Source: an optimization exercise on an open RTL-to-GDS flow (aim: small area, a short achievable clock period and few clock cycles). Production flows keep margins and buffers that such runs may drop.
No functional check of the RTL was part of any run shown here.
No activity file was given, so power comes from the tool's default toggle rates.

$ cat flow/run.sh
#!/bin/bash
# synth_recipe.tcl (not shown) runs the flow's synth.tcl, then flattens the netlist and writes it again
# the make line also repeats each setting of config.mk as NAME=value (left out here)
make -C /OpenROAD-flow-scripts/flow DESIGN_CONFIG=/design/flow/config.mk WORK_HOME=/design/flow/orfs CLKGATE_MAP_FILE= SYNTH_SCRIPT=/design/flow/synth_recipe.tcl finish
$ cat flow/config.mk
export PLATFORM = sky130hd
export DESIGN_NAME = pcmux_rx
export DESIGN_NICKNAME = pcmux_rx
export VERILOG_FILES = /design/flow/design.v
export SDC_FILE = /design/flow/constraint.sdc
export NUM_CORES = 4
export LEC_CHECK = 0
export CAP_MARGIN = 20
export CORE_MARGIN = 2
export CORE_UTILIZATION = 40
export SLEW_MARGIN = 20
$ cat flow/constraint.sdc
create_clock -name core_clock -period 10.0 [get_ports {clk}]
set_input_delay 2.0000 -clock core_clock [delete_from_list [all_inputs] [get_ports {clk}]]
set_output_delay 2.0000 -clock core_clock [all_outputs]
set_load 0.01 [all_outputs]
$ cat flow/design.v
module pcmux_rx (
    input  wire        clk,
    input  wire        rst,
    input  wire        in_valid,
    input  wire [7:0]  in_data,
    output wire        in_ready,
    input  wire [11:0] cfg_prog_en,
    input  wire [95:0] cfg_prog_code,
    output reg         tel_valid,
    output wire [7:0]  tel_data,
    output reg         evt_valid,
    output wire [7:0]  evt_data,
    output reg         ack
);
    localparam K_VER    = 4'd0;   
    localparam K_TEMP   = 4'd1;   
    localparam K_SALT   = 4'd2;   
    localparam K_STAT   = 4'd3;   
    localparam K_CBAD   = 4'd4;   
    localparam K_PBAD   = 4'd5;   
    localparam K_CKSUM  = 4'd6;   
    localparam K_OVF    = 4'd7;   
    localparam K_PSHORT = 4'd8;   
    localparam K_PSTAT  = 4'd9;   
    reg        rdy;
    reg        a_v, b_v;
    reg  [7:0] a_d, b_d;
    assign in_ready = rdy;
    wire take = in_valid & rdy;
    reg  [5:0]  len;         
    reg         typ;         
    reg         bad1;        
    reg  [2:0]  kdec;        
    reg  [7:0]  prev;        
    reg  [15:0] sum;         
    reg  [7:0]  rb4;         
    reg  [8*61-1:0] rbv;     
    reg        act_v, pend_v, q1_v;
    reg  [3:0] akind, pkind, q1kind;
    reg  [15:0] q1dat;
    reg  [3:0] arec;
    reg  [5:0] abp;
    reg  [15:0] adat, pdat;  
    wire [7:0] p6 = rbv[8*(9) +: 8];
    wire [7:0] p7 = rbv[8*(10) +: 8];
    reg prog_known;
    integer pi;
    always @(*) begin
        prog_known = 1'b0;
        for (pi = 0; pi < 12; pi = pi + 1)
            if (cfg_prog_en[pi] && cfg_prog_code[pi*8 +: 8] == p7)
                prog_known = 1'b1;
    end
    wire [7:0]  mx = arec[0] ? rbv[8*(22) +: 8] : rbv[8*(20) +: 8];
    wire [7:0]  my = arec[0] ? rbv[8*(23) +: 8] : rbv[8*(21) +: 8];
    wire [15:0] salt_ppm = {8'd0, adat[15:8]} * 16'd50;
    wire [15:0] hm = {8'd0, mx} * 16'd60 + {8'd0, my};
    reg  [15:0] prod;
    always @(posedge clk) prod <= (akind == K_SALT) ? salt_ppm : hm;
    reg  [7:0] vbyte;
    integer vi;
    always @(*) begin
        vbyte = 8'h00;
        case (abp)
            6'd2:  vbyte = rbv[8*(5) +: 8];  6'd3:  vbyte = rbv[8*(6) +: 8];  6'd4:  vbyte = rbv[8*(7) +: 8];
            6'd5:  vbyte = rbv[8*(8) +: 8];  6'd6:  vbyte = rbv[8*(9) +: 8];  6'd7:  vbyte = rbv[8*(10) +: 8];
            6'd8:  vbyte = rbv[8*(11) +: 8]; 6'd9:  vbyte = rbv[8*(12) +: 8]; 6'd10: vbyte = rbv[8*(13) +: 8];
            6'd11: vbyte = rbv[8*(14) +: 8]; 6'd12: vbyte = rbv[8*(15) +: 8]; 6'd13: vbyte = rbv[8*(16) +: 8];
            6'd14: vbyte = rbv[8*(17) +: 8]; 6'd15: vbyte = rbv[8*(18) +: 8]; 6'd16: vbyte = rbv[8*(19) +: 8];
            6'd17: vbyte = rbv[8*(20) +: 8]; 6'd18: vbyte = rbv[8*(21) +: 8]; 6'd19: vbyte = rbv[8*(22) +: 8];
            6'd20: vbyte = rbv[8*(23) +: 8]; 6'd21: vbyte = rbv[8*(24) +: 8]; 6'd22: vbyte = rbv[8*(25) +: 8];
            6'd23: vbyte = rbv[8*(26) +: 8]; 6'd24: vbyte = rbv[8*(27) +: 8]; 6'd25: vbyte = rbv[8*(28) +: 8];
            6'd26: vbyte = rbv[8*(29) +: 8]; 6'd27: vbyte = rbv[8*(30) +: 8]; 6'd28: vbyte = rbv[8*(31) +: 8];
            6'd29: vbyte = rbv[8*(32) +: 8]; 6'd30: vbyte = rbv[8*(33) +: 8]; 6'd31: vbyte = rbv[8*(34) +: 8];
            6'd32: vbyte = rbv[8*(35) +: 8]; 6'd33: vbyte = rbv[8*(36) +: 8]; 6'd34: vbyte = rbv[8*(37) +: 8];
            6'd35: vbyte = rbv[8*(38) +: 8]; 6'd36: vbyte = rbv[8*(39) +: 8]; 6'd37: vbyte = rbv[8*(40) +: 8];
            6'd38: vbyte = rbv[8*(41) +: 8]; 6'd39: vbyte = rbv[8*(42) +: 8]; 6'd40: vbyte = rbv[8*(43) +: 8];
            6'd41: vbyte = rbv[8*(44) +: 8]; 6'd42: vbyte = rbv[8*(45) +: 8]; 6'd43: vbyte = rbv[8*(46) +: 8];
            6'd44: vbyte = rbv[8*(47) +: 8]; 6'd45: vbyte = rbv[8*(48) +: 8]; 6'd46: vbyte = rbv[8*(49) +: 8];
            6'd47: vbyte = rbv[8*(50) +: 8]; 6'd48: vbyte = rbv[8*(51) +: 8]; 6'd49: vbyte = rbv[8*(52) +: 8];
            6'd50: vbyte = rbv[8*(53) +: 8]; 6'd51: vbyte = rbv[8*(54) +: 8]; 6'd52: vbyte = rbv[8*(55) +: 8];
            6'd53: vbyte = rbv[8*(56) +: 8]; 6'd54: vbyte = rbv[8*(57) +: 8]; 6'd55: vbyte = rbv[8*(58) +: 8];
            6'd56: vbyte = rbv[8*(59) +: 8]; 6'd57: vbyte = rbv[8*(60) +: 8];
            default: vbyte = 8'h00;
        endcase
    end
    reg        r_evt;
    reg [7:0]  r_id;
    reg [5:0]  r_len;
    reg [31:0] r_val;
    reg        r_last;
    always @(*) begin
        r_evt  = 1'b0;
        r_id   = 8'h00;
        r_len  = 6'd1;
        r_val  = 32'd0;
        r_last = 1'b1;
        case (akind)
            K_VER: begin
                r_id  = 8'h01;
                r_len = adat[5:0];
            end
            K_TEMP: begin
                r_id  = 8'h02;
                r_val = {adat[15:8], 24'd0};
            end
            K_SALT: begin
                if (arec == 4'd0) begin
                    r_id   = 8'h03;
                    r_len  = 6'd2;
                    r_val  = {prod, 16'd0};
                    r_last = 1'b0;
                end else begin
                    r_id   = {4'h1, 1'b0, arec[2:0] - 3'd1};
                    r_val  = {7'd0, adat[arec[2:0] - 3'd1], 24'd0};
                    r_last = (arec == 4'd8);
                end
            end
            K_STAT: begin
                r_id  = 8'h04;
                r_val = {8'h01, 24'd0};
            end
            K_CBAD: begin
                r_evt = 1'b1;
                r_id  = 8'h01;
                r_val = {adat[15:8], 24'd0};
            end
            K_PBAD: begin
                r_evt = 1'b1;
                r_id  = 8'h02;
                r_len = 6'd2;
                r_val = {adat, 16'd0};
            end
            K_CKSUM: begin
                r_evt = 1'b1;
                r_id  = 8'h03;
                r_len = 6'd4;
                r_val = {sum, adat};
            end
            K_OVF: begin
                r_evt = 1'b1;
                r_id  = 8'h04;
                r_val = {adat[15:8], 24'd0};
            end
            K_PSHORT: begin
                r_evt = 1'b1;
                r_id  = 8'h09;
                r_val = {adat[15:8], 24'd0};
            end
            K_PSTAT: begin
                r_last = (arec == 4'd7);
                case (arec[2:0])
                    3'd0: begin
                        if (p6 == 8'h0A) begin
                            r_id = 8'h20; r_val = {8'h01, 24'd0};
                        end else if (p6 == 8'h04) begin
                            r_id = 8'h20; r_val = {8'h00, 24'd0};
                        end else begin
                            r_evt = 1'b1; r_id = 8'h07; r_val = {p6, 24'd0};
                        end
                    end
                    3'd1: begin
                        r_val = {p7, 24'd0};
                        if (prog_known) r_id = 8'h21;
                        else begin r_evt = 1'b1; r_id = 8'h08; end
                    end
                    3'd2: begin r_id = 8'h22; r_len = 6'd2; r_val = {rbv[8*(12) +: 8], rbv[8*(13) +: 8], 16'd0}; end
                    3'd3: begin r_id = 8'h23; r_len = 6'd2; r_val = {rbv[8*(14) +: 8], rbv[8*(15) +: 8], 16'd0}; end
                    3'd4: begin r_id = 8'h24; r_val = {rbv[8*(16) +: 8], 24'd0}; end
                    3'd5: begin r_id = 8'h25; r_val = {rbv[8*(17) +: 8], 24'd0}; end
                    default: begin
                        r_id = {7'b0010011, arec[0]}; r_len = 6'd2; r_val = {prod, 16'd0};
                    end
                endcase
            end
            default: ;
        endcase
    end
    wire [5:0] vpos = abp - 6'd2;
    reg  [7:0] emit_byte;
    always @(*) begin
        if (abp == 6'd0)
            emit_byte = r_id;
        else if (abp == 6'd1)
            emit_byte = {2'b00, r_len};
        else if (akind == K_VER)
            emit_byte = vbyte;
        else
            emit_byte = r_val[(6'd31 - {vpos[1:0], 3'b000}) -: 8];
    end
    reg  rec_done;           
    wire act_finish = act_v & rec_done & r_last;
    reg [6:0] fa;
    always @(*) begin
        case (akind)
            K_VER:   fa = (abp < 6'd2) ? 7'd5 : {1'b0, abp} + 7'd3;
            K_CKSUM: fa = 7'd3;
            K_PSTAT: begin
                case (arec[2:0])
                    3'd0: fa = 7'd9;
                    3'd1: fa = 7'd10;
                    3'd2: fa = 7'd12;
                    3'd3: fa = 7'd14;
                    3'd4: fa = 7'd16;
                    3'd5: fa = 7'd17;
                    3'd6: fa = 7'd20;
                    default: fa = 7'd22;
                endcase
            end
            default: fa = 7'd64;
        endcase
        if (!act_v) fa = 7'd64;
    end
    reg  [6:0] fence;        
    reg        pf_ck, pf_ver, pf_st;    
    wire blocked_pos = (len >= 6'd3) &&
                       ({1'b0, len} >= fence || pf_ck ||
                        (pf_ver && len >= 6'd5) || (pf_st && len >= 6'd9));
    wire [7:0] b = a_d;
    wire [7:0] n = rbv[8*(8) +: 8];
    wire       pos0 = (len == 6'd0);
    wire       start = pos0 && (b == 8'h10 || b == 8'hFF);
    wire [2:0] kd_b = (b == 8'h03) ? 3'd0 : (b == 8'h16) ? 3'd1 :
                      (b == 8'h12) ? 3'd2 : (b == 8'h01) ? 3'd3 : 3'd4;
    wire       c_bad   = (len >= 6'd2) && bad1;
    wire       c_done  = !c_bad && (len >= 6'd3) && (prev == 8'h10) && (b == 8'h03);
    wire [2:0] c_k     = (len == 6'd3) ? kd_b : kdec;
    reg [7:0] hdr_exp;
    always @(*) begin
        case (len[1:0])
            2'd1:    hdr_exp = 8'h00;
            2'd2:    hdr_exp = 8'hFF;
            default: hdr_exp = 8'hA5;
        endcase
    end
    wire       p_hbad  = (len >= 6'd1) && (len <= 6'd3) && (b != hdr_exp);
    reg        p_last;       
    wire       p_done  = p_last;
    wire       p_ckbad = (sum != {prev, b});
    wire       p_stat  = (rbv[8*(6) +: 8] == 8'h60) && (rbv[8*(7) +: 8] == 8'h07);
    wire       p_add   = (len >= 6'd4) && (len <= 6'd8 || ({3'd0, len} <= {1'b0, n} + 9'd8));
    wire       ceil    = (len == 6'd63);
    reg        f_end;        
    reg [3:0]  f_kind;
    reg        f_job;        
    reg [5:0]  f_vlen;
    reg [15:0] f_dat;
    reg        f_ack;
    always @(*) begin
        f_end  = 1'b0;
        f_kind = K_VER;
        f_job  = 1'b0;
        f_vlen = (len >= 6'd8) ? len - 6'd7 : 6'd0;
        f_dat  = {prev, b};
        f_ack  = 1'b0;
        if (!pos0) begin
            if (!typ) begin
                if (c_done) begin
                    f_end = 1'b1;
                    f_ack = 1'b1;
                    f_job = (c_k != 3'd4);
                    f_kind = {1'b0, c_k};
                    if (c_k == 3'd0) f_dat = {10'd0, f_vlen};
                    else             f_dat = {rb4, (len == 6'd5) ? b : rbv[8*(5) +: 8]};
                end else if (ceil) begin
                    f_end  = 1'b1;
                    f_job  = 1'b1;
                    f_kind = c_bad ? K_CBAD : K_OVF;
                    f_dat   = c_bad ? {rb4, 8'h00} : {8'h10, 8'h00};
                end
            end else begin
                if (p_hbad) begin
                    f_end  = 1'b1;
                    f_job  = 1'b1;
                    f_kind = K_PBAD;
                    f_dat   = {6'd0, len[1:0], b};
                end else if (p_done) begin
                    f_end = 1'b1;
                    if (p_ckbad) begin
                        f_job  = 1'b1;
                        f_kind = K_CKSUM;
                    end else if (p_stat) begin
                        f_job  = 1'b1;
                        f_kind = (n < 8'd13) ? K_PSHORT : K_PSTAT;
                        f_dat   = {n, 8'h00};
                    end
                end else if (ceil) begin
                    f_end  = 1'b1;
                    f_job  = 1'b1;
                    f_kind = K_OVF;
                    f_dat   = {8'hFF, 8'h00};
                end
            end
        end
    end
    wire act_free = !act_v || act_finish;
    wire blocked  = blocked_pos || (f_end && q1_v);
    wire proc     = a_v && !blocked;
    wire wr_buf   = a_v && !blocked_pos && (len >= 6'd5) && (len <= 6'd60);
    wire new_job  = proc && f_job;
    integer wi;
    always @(posedge clk) begin
        for (wi = 5; wi <= 60; wi = wi + 1)
            if (wr_buf && len == wi) rbv[8*wi +: 8] <= b;
    end
    reg [7:0] obyte;
    assign tel_data = obyte;
    assign evt_data = obyte;
    always @(posedge clk) begin
        tel_valid <= 1'b0;
        evt_valid <= 1'b0;
        ack       <= 1'b0;
        if (rst) begin
            rdy    <= 1'b1;
            a_v    <= 1'b0;
            b_v    <= 1'b0;
            len    <= 6'd0;
            fence  <= 7'd64;
            pf_ck  <= 1'b0;
            pf_ver <= 1'b0;
            pf_st  <= 1'b0;
            p_last <= 1'b0;
            act_v  <= 1'b0;
            pend_v <= 1'b0;
            q1_v   <= 1'b0;
        end else begin
            if (!a_v || proc) begin
                if (b_v) begin
                    a_d <= b_d;
                    a_v <= 1'b1;
                    b_v <= take;
                    b_d <= in_data;
                    rdy <= !take;
                end else begin
                    a_d <= in_data;
                    a_v <= take;
                    rdy <= 1'b1;
                end
            end else begin
                if (take) begin
                    b_d <= in_data;
                    b_v <= 1'b1;
                end
                rdy <= !(take || b_v);
            end
            fence  <= fa;
            pf_ck  <= (pend_v && pkind == K_CKSUM) || (q1_v && q1kind == K_CKSUM);
            pf_ver <= (pend_v && pkind == K_VER)   || (q1_v && q1kind == K_VER);
            pf_st  <= (pend_v && pkind == K_PSTAT) || (q1_v && q1kind == K_PSTAT);
            if (proc) begin
                prev <= b;
                p_last <= typ && !f_end && (len >= 6'd9) &&
                          ({3'd0, len} == {1'b0, n} + 9'd9);
                if (pos0) begin
                    if (start) begin
                        typ <= (b == 8'hFF);
                        len <= 6'd1;
                    end
                end else if (f_end) begin
                    len <= 6'd0;
                end else begin
                    len <= len + 6'd1;
                end
                if (len == 6'd1) bad1 <= (b != 8'h02);
                if (len == 6'd1 || (len == 6'd4 && !bad1)) rb4 <= b;
                if (len == 6'd3) begin
                    kdec <= kd_b;
                    sum  <= {8'd0, b};
                end else if (p_add) begin
                    sum  <= sum + {8'd0, b};
                end
                if (f_ack) ack <= 1'b1;
            end
            if (act_v) begin
                if (r_evt) evt_valid <= 1'b1;
                else       tel_valid <= 1'b1;
                obyte <= emit_byte;
                rec_done <= !rec_done && (abp == r_len);
                if (rec_done) begin
                    abp  <= 6'd0;
                    arec <= arec + 4'd1;
                end else begin
                    abp <= abp + 6'd1;
                end
            end
            if (act_free) begin
                if (pend_v) begin
                    act_v <= 1'b1;
                    akind <= pkind;
                    arec  <= 4'd0;
                    abp   <= 6'd0;
                    rec_done <= 1'b0;
                    adat  <= pdat;
                    pend_v <= q1_v | new_job;
                    q1_v   <= q1_v & new_job;
                    if (q1_v) begin
                        pkind  <= q1kind;
                        pdat   <= q1dat;
                    end else begin
                        pkind  <= f_kind;
                        pdat   <= f_dat;
                    end
                    q1kind <= f_kind;
                    q1dat  <= f_dat;
                end else if (new_job) begin
                    act_v <= 1'b1;
                    akind <= f_kind;
                    arec  <= 4'd0;
                    abp   <= 6'd0;
                    rec_done <= 1'b0;
                    adat  <= f_dat;
                end else begin
                    act_v <= 1'b0;
                end
            end else if (new_job) begin
                if (!pend_v) begin
                    pend_v <= 1'b1;
                    pkind  <= f_kind;
                    pdat   <= f_dat;
                end else begin
                    q1_v   <= 1'b1;
                    q1kind <= f_kind;
                    q1dat  <= f_dat;
                end
            end
        end
    end
endmodule
==> impl_metrics.csv, run 1 <==
group,metric,value,unit
power_and_ir_drop,leakage,12.8,nW
worst_setup_path,endpoint_kind,"register",
floorplanning,die_w,287,µm
worst_setup_path,path_cells,"inv_2 -> ha_1 -> buf_4 -> and3b_1 -> and3_1 -> a2111oi_0 -> nand4_1 -> or4_1 -> a221oi_1 -> a211oi_1",
finish,multi_input_area,13000,µm²
detailed_routing,wirelength,134,mm
timing,finalSetupViolCount,0,
placement,port_buffers,138,
detailed_routing,wire_per_inst,34.3,µm
worst_setup_path,slowest_delay,1.07,ns
global_routing,grt.overflow.total,0,
synth,syn_nets,2896,
synth,ys_warn_count,1,
timing,fin_ws,4.85,ns
detailed_routing,first_iter_violations,4666,
clocking,cts.sinks,621,
detailed_routing,first_pass_iters,8,
clocking,cts_root_buf,"clkbuf_16",
synth,syn_inst,2660,
timing,fmax,194,MHz
clocking,clk_pin_slew,0.07,ns
power_and_ir_drop,clkPwrFrac,44.2,%
placement,gp_congestion,1.07,
timing,worst_clock_skew,0.0471,ns
power_and_ir_drop,switching_share,23.8,%
power_and_ir_drop,power_frac_comb,8.3,%
worst_setup_path,crit_type,"register to register",
power_and_ir_drop,seq_power_share,47.5,%
synth,synth_top_area_share,54.3,%
timing,hold_violations,0,
global_routing,track_usage,32.0,%
worst_setup_path,worstPathMaxFanout,31,
synth,netlist.top_cell.by_area,"edfxtp_1",
finish,n_antenna_cell,0,
finish,design_area,37400,µm²
detailed_routing,antenna_left,0,
timing,hold_ws,0.541,ns
status,status,"timing/DRC/antenna clean",
finish,layout_common_cells,"edfxtp_1 (580), nor2_1 (179), nand2_1 (145)",
floorplanning,fp.dieH,287,µm
floorplanning,row_count,103,
finish,syn_to_final_growth,16.7,%
hold_path,hold_class,"register to register",
placement,place_ws,5.02,ns
worst_setup_path,critical-path-top-delay-family,"simple AND/OR/NAND/NOR gates",
power_and_ir_drop,ir_drop,0.112,mV
floorplanning,boundaryPins,139,
placement,dpl_cell_area,35000,µm²
clocking,post_cts_buffers,0,
timing,finalCritPeriodShare,51.5,%
clocking,h-tree-depth,3,
finish,seq_area,18200,µm²
job,cap_violations,0,
synth,synthesis.area,32100,µm²
clocking,postCtsHoldBufs,0,
finish,nets,3052,
global_routing,antenna_found_initial,3,
worst_setup_path,startpoint_type,"register",
detailed_routing,drc_errors,0,
synth,synth-edff-count,580,
worst_setup_path,cp_data_arrival_time,5.51,ns
power_and_ir_drop,intPower,4.67,mW
timing,slew_violations,0,
worst_setup_path,cp_num_buf_inv,2,
synth,synth_area_leaders,"edfxtp_1 (54%), ha_1 (3.9%), xor2_1 (2.8%)",
synth,syn_avg_cell_area,12.1,µm²
finish,final_common_cell,"edfxtp_1",
floorplanning,start_util,40.5,%
detailed_routing,num_vias,25900,
clocking,clockBufferDepth,3,
worst_setup_path,cpMaxStageDelayCell,"edfxtp_1",
synth,ys_ff_latch,621,
synth,synthFlopType,"edfxtp_1",
timing,tightest_slew,1.28,ns
timing,rsz0062_at_grt,"false",
timing,setup_tns,0,ns
global_routing,grt_pass1_vias,24700,
worst_setup_path,crit_required,10.36,ns
synth,synth_seq_area_share,56.9,%
clocking,clock_latency,0.65,ns
synth,async_flop_share,0,%
timing,maxSlewHeadroom,14.2,%
global_routing,grt_pass1_wl,187,mm
floorplanning,dieArea,82400,µm²
power_and_ir_drop,p_sw,1.46,mW
timing,period_needed,5.15,ns
finish,fill_cells,7011,
finish,drive_above_1_share,11.5,%
clocking,cts_resized,0,
floorplanning,core,79100,µm²
synth,synthDistinctLibCells,97,
global_routing,grt_max_degree,66,
clocking,numCtsBuffers,67,
power_and_ir_drop,powerDensity,164,nW/µm²
detailed_routing,via_per_inst,6.62,
placement,dpl.hpwl,97.0,mm
clocking,tritoncts,"built",
[power groups by stage]
stage          logic, mW  clock network (mW)  registers (mW)
2_1_floorplan      0.253                   0            2.97
3_3_place_gp       0.485                   0            2.96
3_5_place_dp       0.492                   0            2.96
4_1_cts            0.496                2.72            2.91
5_1_grt            0.535                2.83            2.91
6_report           0.510                2.71            2.91
[through the flow]
step           total power [mW]  util, %  instances
6_report                   6.13     47.3       3919
5_1_grt                    6.27     47.3       3919
4_1_cts                    6.12     47.2       3919
3_5_place_dp               3.45     44.2       3797
3_3_place_gp               3.45     44.2       3796
2_1_floorplan              3.22        -       2660
[registers in the layout, summed over array words and instances, names as in the netlist, 3 cells and up]
name,flops
b_d,8
abp,6
q1kind,4
pkind,4
obyte,8
arec,4
sum,16
adat,16
len,6
fence,7
akind,4
a_d,8
rbv,448
prev,8
prod,15
rb4,8
kdec,3
pdat,16
q1dat,16
[cell families after synthesis]
group                      share of synthesized area [%]
buffers and inverters                               2.84
AOI/OAI and AO/OA                                   14.6
and+or+nand+nor                                     13.1
xor gates and xnor gates                            4.24
adders and majority gates                           4.99
muxes                                               3.39
DFF                                                 56.9
[final timing paths]
check	slack, ns	end	cells after the start	start
max reg2reg	4.85	obyte[5]	10	abp[0]
min reg2reg	0.54	pdat[1]	1	q1dat[1]
max	4.85	obyte[5]	10	abp[0]
min	0.54	pdat[1]	1	q1dat[1]
[synthesized netlist by cell type (all sizes together) (59+ instances only)]
| library cell | instances |
|---|---|
| a32oi | 59 |
| inv | 81 |
| nor3 | 67 |
| a21oi | 101 |
| nand4 | 70 |
| and3 | 73 |
| o21ai | 92 |
| nor2 | 187 |
| edfxtp | 580 |
| clkbuf | 121 |
| xor2 | 102 |
| a22oi | 118 |
| ha | 99 |
| mux2 | 64 |
| nand2 | 146 |
[worst register-to-register path: stages, from the launching register on]
cell,delay [ns]
edfxtp_1,1.07
inv_2,0.33
ha_1,0.30
buf_4,0.28
and3b_1,0.43
and3_1,0.28
a2111oi_0,0.93
nand4_1,0.14
or4_1,0.71
a221oi_1,0.32
a211oi_1,0.09
[cell type report]
type                       instances  area share [%]
sequential                       621            48.8
clock buffer                      82            4.69
clock inverter                    40            1.66
multi-input combinational       1806            34.9
tap                             1050            3.51
inverter                          83           0.833
timing repair buffer             237            5.69
[metal layers]
metal	share of wire (%)	track usage, %	routed length [µm]	vias to the layer above
li1	-	-	-	10700
met3	12	7.84	16400	365
met4	5.3	14.9	7120	0
met5	0	0	0	-
met1	39	43.5	52400	12900
met2	43	48.1	58400	1897
==> inputs of run 2 (changes only) <==
==> flow/flow/run.sh (new file) <==
#!/bin/bash
# Standard layout, with repair_timing aiming well below the clock period.
set -euo pipefail
bash standard.sh SETUP_SLACK_MARGIN=6.5 finish > standard_flow.log 2>&1
==> flow/standard.sh (new file) <==
#!/bin/bash
# synth_recipe.tcl (not shown) runs the flow's synth.tcl, then flattens the netlist and writes it again
# the make line also repeats each setting of config.mk as NAME=value (left out here)
make -C /OpenROAD-flow-scripts/flow DESIGN_CONFIG=/design/flow/config.mk WORK_HOME=/design/flow/orfs CLKGATE_MAP_FILE= SYNTH_SCRIPT=/design/flow/synth_recipe.tcl "${@:-finish}"
removed: flow/run.sh
==> impl_metrics.csv, run 2 <==
group,metric,value,unit
synth,ys_ff_latch,621,
power_and_ir_drop,leakage,14.1,nW
detailed_routing,wire_per_inst,35.6,µm
synth,synthTopCellsByCount,"edfxtp_1 (580), nor2_1 (187), nand2_1 (145)",
floorplanning,dieArea,82400,µm²
worst_setup_path,startpoint_type,"register",
worst_setup_path,critical-path-top-delay-family,"adder cells",
floorplanning,fp.dieH,287,µm
worst_setup_path,crit_type,"register to register",
timing,rsz0062_at_grt,"true",
detailed_routing,antenna_left,0,
finish,seq_area,18200,µm²
synth,async_flop_share,0,%
placement,port_buffers,138,
clocking,cts.sinks,621,
synth,synthesis.area,32100,µm²
clocking,clock_latency,0.65,ns
detailed_routing,first_pass_iters,8,
global_routing,antenna_found_initial,10,
global_routing,grt_max_degree,62,
finish,regMostFlops,"rbv",
timing,worst_clock_skew,0.0311,ns
finish,final_common_cell,"edfxtp_1",
synth,syn_nets,2896,
worst_setup_path,slowest_delay,0.61,ns
timing,period_needed,4.08,ns
floorplanning,start_util,40.5,%
finish,drive_above_1_share,21.8,%
synth,synth-edff-count,580,
finish,layout_common_cells,"edfxtp_1 (580), buf_4 (174), nor2_1 (144)",
job,cap_violations,0,
global_routing,grt_pass1_wl,196,mm
synth,syn_avg_cell_area,12.1,µm²
finish,fin_util,51.3,%
worst_setup_path,worstPathMaxFanout,6,
synth,synth_top_area_share,54.3,%
timing,finalCritPeriodShare,40.8,%
finish,fill_cells,6776,
finish,multi_input_area,14600,µm²
global_routing,grt.overflow.total,0,
detailed_routing,drc_errors,0,
detailed_routing,via_per_inst,6.69,
finish,nets,3182,
timing,tightest_slew,1.23,ns
clocking,tritoncts,"built",
timing,hold_ws,0.548,ns
global_routing,grt_pass1_vias,25400,
power_and_ir_drop,ir_drop,0.114,mV
floorplanning,boundaryPins,139,
synth,netlist.top_cell.by_area,"edfxtp_1",
finish,syn_to_final_growth,26.6,%
clocking,clockBufferDepth,3,
clocking,postCtsHoldBufs,0,
synth,synth_seq_area_share,56.9,%
clocking,cts_root_buf,"clkbuf_16",
worst_setup_path,cpMaxStageDelayCell,"fa_2",
finish,largest_reg_flops,448,
synth,ys_warn_count,1,
synth,syn_inst,2660,
clocking,clk_pin_slew,0.06,ns
timing,finalSetupViolCount,0,
hold_path,hold_class,"register to register",
placement,dpl.hpwl,99.5,mm
worst_setup_path,crit_required,10.51,ns
global_routing,track_usage,33.8,%
status,status,"timing/DRC/antenna clean",
synth,synth_area_leaders,"edfxtp_1 (54%), ha_1 (3.9%), xor2_1 (2.8%)",
worst_setup_path,endpoint_kind,"register",
worst_setup_path,path_cells,"buf_12 -> mux2_4 -> fa_1 -> fa_2 -> inv_2 -> fa_2 -> inv_2 -> ha_4 -> inv_6 -> o21ai_4 -> o2111ai_4 -> nor4_4 -> a211o_1 -> nand3_1",
timing,slew_violations,0,
power_and_ir_drop,powerDensity,157,nW/µm²
clocking,numCtsBuffers,69,
floorplanning,die_w,287,µm
detailed_routing,wirelength,144,mm
detailed_routing,first_iter_violations,4231,
synth,synthDistinctLibCells,97,
detailed_routing,num_vias,27100,
clocking,h-tree-depth,3,
synth,yosys.cell_count.top_type,"edfxtp_1",
synth,synthFlopType,"edfxtp_1",
floorplanning,core,79100,µm²
floorplanning,row_count,103,
timing,setup_tns,0,ns
worst_setup_path,cp_num_buf_inv,4,
timing,fmax,245,MHz
worst_setup_path,cp_data_arrival_time,4.59,ns
timing,hold_violations,0,
timing,maxSlewHeadroom,17.9,%
placement,gp_congestion,1.12,
==> run 2: cell counts after synthesis <==
Identical to the previous run, type by type.
==> run 2: kinds of logic after synthesis <==
| kind of cell | count (synthesis) | share of synthesized area, % |
|---|---|---|
| adder cells (fa/ha/maj) | 117 | 4.99 |
| multiplexers | 98 | 3.39 |
| buffers and inverters | 233 | 2.84 |
| XOR/XNOR | 155 | 4.24 |
| AO/OA/AOI/OAI | 646 | 14.6 |
| AND/OR/NAND/NOR | 790 | 13.1 |
| flip-flops | 621 | 56.9 |
==> run 2: power by group <==
group | internal [mW] | switching, mW | leakage, nW
sequential | 2.88 | 0.0206 | 5.57
clock | 1.64 | 1.15 | 1.19
combinational | 0.282 | 0.409 | 7.30
total | 4.80 | 1.58 | 14.1
==> run 2: area by class of cell <==
cell class | count | share of cell area, %
flip-flops and latches | 621 | 45.0
multi-input cells | 1809 | 35.9
repair buffers | 362 | 8.89
clock buffers | 83 | 4.48
well taps | 1050 | 3.24
clock inverters | 45 | 1.62
inverters | 83 | 0.876
diodes | 1 | 0.00617
==> run 2: stage by stage <==
stage	cell area [µm²]	setup WS, ns	power [mW]	cells
finish	40600	5.92	6.38	4054
CTS	39500	5.92	6.30	4002
global route	40600	5.76	6.51	4053
detailed placement	35300	5.14	3.49	3796
floorplan	32400	5.98	3.25	2660
global placement	35300	5.18	3.48	3794
==> run 2: layer usage <==
layer | part of all wire, % | track usage (%) | vias up
li1 | - | - | 11000
met1 | 37 | 44.7 | 13400
met2 | 42 | 49.6 | 2172
met3 | 14 | 10.9 | 486
met4 | 6.6 | 17.6 | 14
met5 | 0.13 | 0.756 | -
==> run 2: timing repair <==
action                     4_1_cts  5_1_grt
cloned                           9        3
gates resized for setup        216      133
pin swaps                       44       66
setup endpoints to repair      642      218
buffers inserted                69       46
==> run 2: path summary, 6_finish.rpt <==
check / cells past startpoint / from / slack, ns / endpoint
worst max-delay path: 14 / arec[0] / 5.92 / prod[13]
worst min-delay path: 1 / q1dat[10] / 0.55 / pdat[10]
worst max register to register: 14 / arec[0] / 5.92 / prod[13]
worst min register to register: 1 / q1dat[10] / 0.55 / pdat[10]

-- re-timing with driven ports --
The results above use ideal ports. As a check the final layouts listed here were re-extracted and re-timed, cells and wires unchanged.
Step 1 assumes that a clkbuf_16 drives the clock port and a buf_2 every other input.
Step 2 also shifts input and output timing later by t, the mid clock arrival at the registers, as if the neighbouring blocks saw the same clock.
a / b / c = no drivers / after step 1 / after step 2; a / b = the first two.
run | t, ns | setup WS [ns] | worst setup path after step 2
run 1 | 0.691 | 4.846 / 4.846 / 4.846 | register to register
run 2 | 0.704 | 5.918 / 5.918 / 5.884 | input to register
After both steps every run listed still meets setup and hold. The setup slack of run 2, which loses most, moves by 0.000 ns with the drivers and by -0.034 ns with both steps.
